Context: an optimization exercise on an open-source flow, tuned for small area. The choices shown serve that exercise and are no tape-out recipe.
Only simulation tests tie the RTL to the original design; equivalence was not proved.
Power figures rest on the tool's default switching activity, not on a simulated workload.

## vcpu_core
module vcpu_core (
    input  wire        clk,
    input  wire        rst,
    input  wire [31:0] prog_len,
    input  wire        terminate,
    output wire        imem_req,
    output wire [31:0] imem_addr,
    input  wire        imem_ack,
    input  wire [31:0] imem_rdata,
    output wire        dmem_req,
    output wire        dmem_we,
    output wire [1:0]  dmem_size,
    output wire [31:0] dmem_addr,
    output wire [31:0] dmem_wdata,
    input  wire        dmem_ack,
    input  wire        dmem_err,
    input  wire [31:0] dmem_rdata,
    output reg         retire_valid,
    output wire [31:0] retire_pc,
    output wire [4:0]  retire_rd,
    output wire [31:0] retire_wdata,
    output reg         stopped,
    output wire [3:0]  exit_code,
    output wire [31:0] pc
);
==> flow/config.mk <==
export PLATFORM = sky130hd
export DESIGN_NAME = vcpu_core
export DESIGN_NICKNAME = vcpu_core
export VERILOG_FILES = /design/flow/design.v
export SDC_FILE = /design/flow/constraint.sdc
export NUM_CORES = 4
export LEC_CHECK = 0
export ABC_CLOCK_PERIOD_IN_PS = 12000
export CAP_MARGIN = 5
export CORE_MARGIN = 2
export CORE_UTILIZATION = 65
export PLACE_DENSITY = 0.72
export SLEW_MARGIN = 5
==> flow/constraint.sdc <==
create_clock -name core_clock -period 12.0 [get_ports {clk}]
set_input_delay 2.4000 -clock core_clock [delete_from_list [all_inputs] [get_ports {clk}]]
set_output_delay 2.4000 -clock core_clock [all_outputs]
set_load 0.01 [all_outputs]
standard.sh (not shown) runs the stock make flow with config.mk's settings and CLKGATE_MAP_FILE= SYNTH_SCRIPT=/design/flow/synth_recipe.tcl, a recipe that flattens the netlist after the stock synthesis.
==> flow/flow/run.sh <==
#!/bin/bash
# Standard ORFS layout through the standard.sh, with these changes:
# - synthesis is the standard flow's own script (synth_recipe.tcl, same passes, flattening
#   and names) with abc's combinational mapping run from flow/area.abc (an
#   area-oriented script) instead of ORFS's abc script; registers are mapped
#   before abc and are unchanged;
# - the port buffers are buf_1 cells;
set -euo pipefail
here=$(pwd)
{ head -n 1 synth_recipe.tcl; cat flow/abc_map.tcl; tail -n +2 synth_recipe.tcl; } > my_synth.tcl
export MY_ABC_SCRIPT="$here/flow/area.abc"
export BUFFER_PORTS_ARGS="-buffer_cell sky130_fd_sc_hd__buf_1"
export CTS_ARGS="-sink_clustering_enable -repair_clock_nets -dont_use_dummy_load -buf_list sky130_fd_sc_hd__clkbuf_8 -sink_clustering_size 19 -sink_clustering_max_diameter 60"
bash standard.sh SYNTH_SCRIPT="$here/my_synth.tcl" ADDER_MAP_FILE= finish > standard_flow.log 2>&1
==> flow/flow/abc_map.tcl <==
# Run abc's combinational mapping with the script in $MY_ABC_SCRIPT (when set)
# instead of the ORFS script: same liberty, dont_use cells, constraints and
# delay target. abc -dff calls pass through unchanged.
proc abc {args} {
  if {[lsearch -exact $args -dff] >= 0 || ![info exists ::env(MY_ABC_SCRIPT)]} {
    yosys abc {*}$args
    return
  }
  set out {}
  set skip 0
  foreach a $args {
    if {$skip} { set skip 0; continue }
    if {$a eq "-script"} { set skip 1; continue }
    lappend out $a
  }
  if {$::env(MY_ABC_SCRIPT) ne ""} { lappend out -script $::env(MY_ABC_SCRIPT) }
  puts "abc_map.tcl: abc $out"
  yosys abc {*}$out
}
==> flow/flow/area.abc <==
strash
&get -n
&fraig -x
&put
scorr
dc2
strash
&get -n
&dch -f
&nf -R 1000
&put
strash
dch -f
&get -n
&nf -R 1000
&put
strash
dch -f
&get -n
&nf -R 1000
&put
The first run finished clean.
Next try:
--- a/flow/flow/run.sh
+++ b/flow/flow/run.sh
@@ -11,4 +11,4 @@
 export MY_ABC_SCRIPT="$here/flow/area.abc"
 export BUFFER_PORTS_ARGS="-buffer_cell sky130_fd_sc_hd__buf_1"
-export CTS_ARGS="-sink_clustering_enable -repair_clock_nets -dont_use_dummy_load -buf_list sky130_fd_sc_hd__clkbuf_8 -sink_clustering_size 19 -sink_clustering_max_diameter 60"
+export CTS_ARGS="-sink_clustering_enable -repair_clock_nets -dont_use_dummy_load -buf_list sky130_fd_sc_hd__clkbuf_8 -sink_clustering_size 22 -sink_clustering_max_diameter 40"
 bash standard.sh SYNTH_SCRIPT="$here/my_synth.tcl" ADDER_MAP_FILE= finish > standard_flow.log 2>&1
- PLACE_DENSITY: 0.72 -> unset
Effect: Routed wire length fell by 7.1%; global-route usage fell by 1.8 points; power rose by 1.4%.
Next try:
==> flow/flow/run.sh (replaced) <==
#!/bin/bash
# Standard ORFS layout through the standard.sh, with these changes:
# - synthesis is the standard flow's own script (synth_recipe.tcl: same passes, flattening
#   and names), except that abc's combinational mapping runs the script in
#   flow/area.abc (an area-oriented script; see flow/abc_map.tcl) instead of
#   ORFS's, and ORFS's full-adder extraction is skipped (ADDER_MAP_FILE empty)
#   so abc maps the adders too; registers are mapped before abc and are the
#   standard synthesis's;
# - the port buffers are buf_1 cells;
set -euo pipefail
here=$(pwd)
{ head -n 1 synth_recipe.tcl; cat flow/abc_map.tcl; tail -n +2 synth_recipe.tcl; } > my_synth.tcl
export MY_ABC_SCRIPT="$here/flow/area.abc"
export BUFFER_PORTS_ARGS="-buffer_cell sky130_fd_sc_hd__buf_1"
export CTS_ARGS="-sink_clustering_enable -repair_clock_nets -dont_use_dummy_load -buf_list sky130_fd_sc_hd__clkbuf_8 -sink_clustering_size 19 -sink_clustering_max_diameter 60"
bash standard.sh SYNTH_SCRIPT="$here/my_synth.tcl" ADDER_MAP_FILE= finish > standard_flow.log 2>&1
==> flow/flow/area.abc (replaced) <==
strash
&get -n
&fraig -x
&put
scorr
dc2
strash
&get -n
&dch -f
&nf -R 1000
&put
strash
dch
&get -n
&nf -R 1000
&put
strash
dch
&get -n
&nf -R 1000
&put
Count of clock-buffer cells in the layout came out lower by 21.
Final cell count shrinks by 0.89%.
Clock skew fell by 0.039 ns.
Total power is about the same.
Sequential share of layout area grows by 0.69 points.
Non-clock buffer count is lower by 6.
Setup slack improves by 0.27 ns.
Synthesized cell count stays flat.
Via count goes up by 0.94%.
Next try:
==> flow/flow/run.sh (replaced) <==
#!/bin/bash
# Standard ORFS layout through the standard.sh, with these changes:
# - synthesis is the standard flow's own script (synth_recipe.tcl, same passes, flattening
#   and names) with abc's combinational mapping run from flow/area.abc (an
#   area-oriented script) instead of ORFS's abc script; registers are mapped
#   before abc and are unchanged;
# - the port buffers are buf_1 cells;
set -euo pipefail
here=$(pwd)
{ head -n 1 synth_recipe.tcl; cat flow/abc_map.tcl; tail -n +2 synth_recipe.tcl; } > my_synth.tcl
export MY_ABC_SCRIPT="$here/flow/area.abc"
export BUFFER_PORTS_ARGS="-buffer_cell sky130_fd_sc_hd__buf_1"
export CTS_ARGS="-sink_clustering_enable -repair_clock_nets -dont_use_dummy_load -buf_list sky130_fd_sc_hd__clkbuf_8 -sink_clustering_size 18 -sink_clustering_max_diameter 60"
bash standard.sh SYNTH_SCRIPT="$here/my_synth.tcl" ADDER_MAP_FILE= finish > standard_flow.log 2>&1
==> flow/flow/area.abc (replaced) <==
strash
&get -n
&fraig -x
&put
scorr
dc2
strash
&get -n
&dch -f
&nf -R 1000
&put
strash
dch -f
&get -n
&nf -R 1000
&put
strash
dch -f
&get -n
&nf -R 1000
&put
- CORE_UTILIZATION: 65 -> 60
What happened: Synthesized cell count is about the same; count of clock-buffer cells in the layout came out higher by 2; combinational power came out lower by about 8%; die area came out higher by about 8%; sequential share of layout area came out lower by 0.33 points; via count came out lower by about 2.3%; worst setup slack got worse by 0.081 ns.

* * *

vcpu_core, a different RTL version from the one above (not shown whole).
For scale: ~2,700 cells after synthesis, roughly 1,200 flip-flops, ~310 I/O pins.
clock: 12.0 ns
lec_check: 0
cap_margin: 20
core_margin: 2
core_utilization: 60
cts_buf_list: sky130_fd_sc_hd__clkbuf_8
cts_cluster_size: 30
slew_margin: 20
run.sh (not shown) runs the stock make flow with config.mk's settings and CLKGATE_MAP_FILE= SYNTH_SCRIPT=/design/flow/synth_recipe.tcl, a recipe that flattens the netlist after the stock synthesis.
Stock flow here: none of the scripts above is used.
Edit:
--- a/flow/config.mk
+++ b/flow/config.mk
@@ -10,3 +10 @@
-export CORE_UTILIZATION = 60
-export CTS_BUF_LIST = sky130_fd_sc_hd__clkbuf_8
-export CTS_CLUSTER_SIZE = 30
+export CORE_UTILIZATION = 40
After rerunning: The changed run completed with no timing, DRC or antenna violations; core utilization shrinks by 24 points; area after synthesis stays the same; count of clock-buffer cells in the layout decreases by 52; synthesized cell count does not change; global-route usage came out lower by 10 points; via count falls by 4.2%; non-clock buffer count came out higher by 2; sequential cell count stays the same; setup slack gets worse by 130 ps; power climbs by 2.7%; critical path depth is lower by 1.
Edit:
==> flow/flow/run.sh (new file) <==
#!/bin/bash
# Standard ORFS layout, with two changes: the port buffers are buf_1 cells,
# and clock tree synthesis adds no dummy loads.
set -euo pipefail
export BUFFER_PORTS_ARGS="-buffer_cell sky130_fd_sc_hd__buf_1"
export CTS_ARGS="-sink_clustering_enable -repair_clock_nets -dont_use_dummy_load"
bash standard.sh finish > standard_flow.log 2>&1
==> flow/standard.sh (new file) <==
#!/bin/bash
# synth_recipe.tcl (not shown) runs the flow's synth.tcl, then flattens the netlist and writes it again
# the make line also repeats each setting of config.mk as NAME=value (left out here)
make -C /OpenROAD-flow-scripts/flow DESIGN_CONFIG=/design/flow/config.mk WORK_HOME=/design/flow/orfs CLKGATE_MAP_FILE= SYNTH_SCRIPT=/design/flow/synth_recipe.tcl "${@:-finish}"
--- a/flow/config.mk
+++ b/flow/config.mk
@@ -10 +10 @@
-export CORE_UTILIZATION = 40
+export CORE_UTILIZATION = 60
removed: flow/run.sh
Result: The new run completed without violations. Synthesized area does not change. Wire length rises by 4.7%. Clock power falls by 18%. Design area falls by 8.5%. Non-clock buffer count does not change. Global-route usage rises by 9.9 points. Power falls by 8.4%.
Edit:
==> flow/run.sh (new file) <==
#!/bin/bash
# synth_recipe.tcl (not shown) runs the flow's synth.tcl, then flattens the netlist and writes it again
# the make line also repeats each setting of config.mk as NAME=value (left out here)
make -C /OpenROAD-flow-scripts/flow DESIGN_CONFIG=/design/flow/config.mk WORK_HOME=/design/flow/orfs CLKGATE_MAP_FILE= SYNTH_SCRIPT=/design/flow/synth_recipe.tcl finish
--- a/flow/config.mk
+++ b/flow/config.mk
@@ -10,0 +11 @@
+export CTS_BUF_LIST = sky130_fd_sc_hd__clkbuf_4
removed: flow/flow/run.sh
removed: flow/standard.sh
=>
- sequential cell count does not change
- synthesized area stays the same
- die area stays the same
- sequential power hardly moves

what the ideal ports hide:
Ports are ideal in the flow. The routed layouts listed here were re-timed in OpenROAD. Step 1, drivers: a clkbuf_16 drives clk and a buf_2 each remaining input, both assumed. Step 2 also shifts input and output timing later by t, the mid clock arrival at the registers, as if the neighbouring blocks saw the same clock. Slacks: ideal ports / drivers / drivers and shift; pairs: ideal ports / drivers.
run | t, ns | setup WS [ns] | worst slew at a driven data input, ns
the first run of note 1 | 0.696 | 1.056 / 1.056 / 1.056 | 0.08
the second run of note 1 | 0.728 | 1.074 / 1.074 / 1.074 | 0.07
the third run of note 1 | 0.701 | 1.342 / 1.342 / 1.342 | 0.09
the fourth run of note 1 | 0.705 | 1.261 / 1.261 / 1.261 | 0.09
the first run of note 2 | 0.839 | 4.080 / 4.024 / 4.627 | 0.15
the second run of note 2 | 0.712 | 3.952 / 3.891 / 3.998 | 0.06
the third run of note 2 | 0.686 | 4.240 / 4.240 / 4.240 | 0.12
the fourth run of note 2 | 1.067 | 3.701 / 3.643 / 4.568 | 0.14
After both steps setup and hold are still met in every run listed.
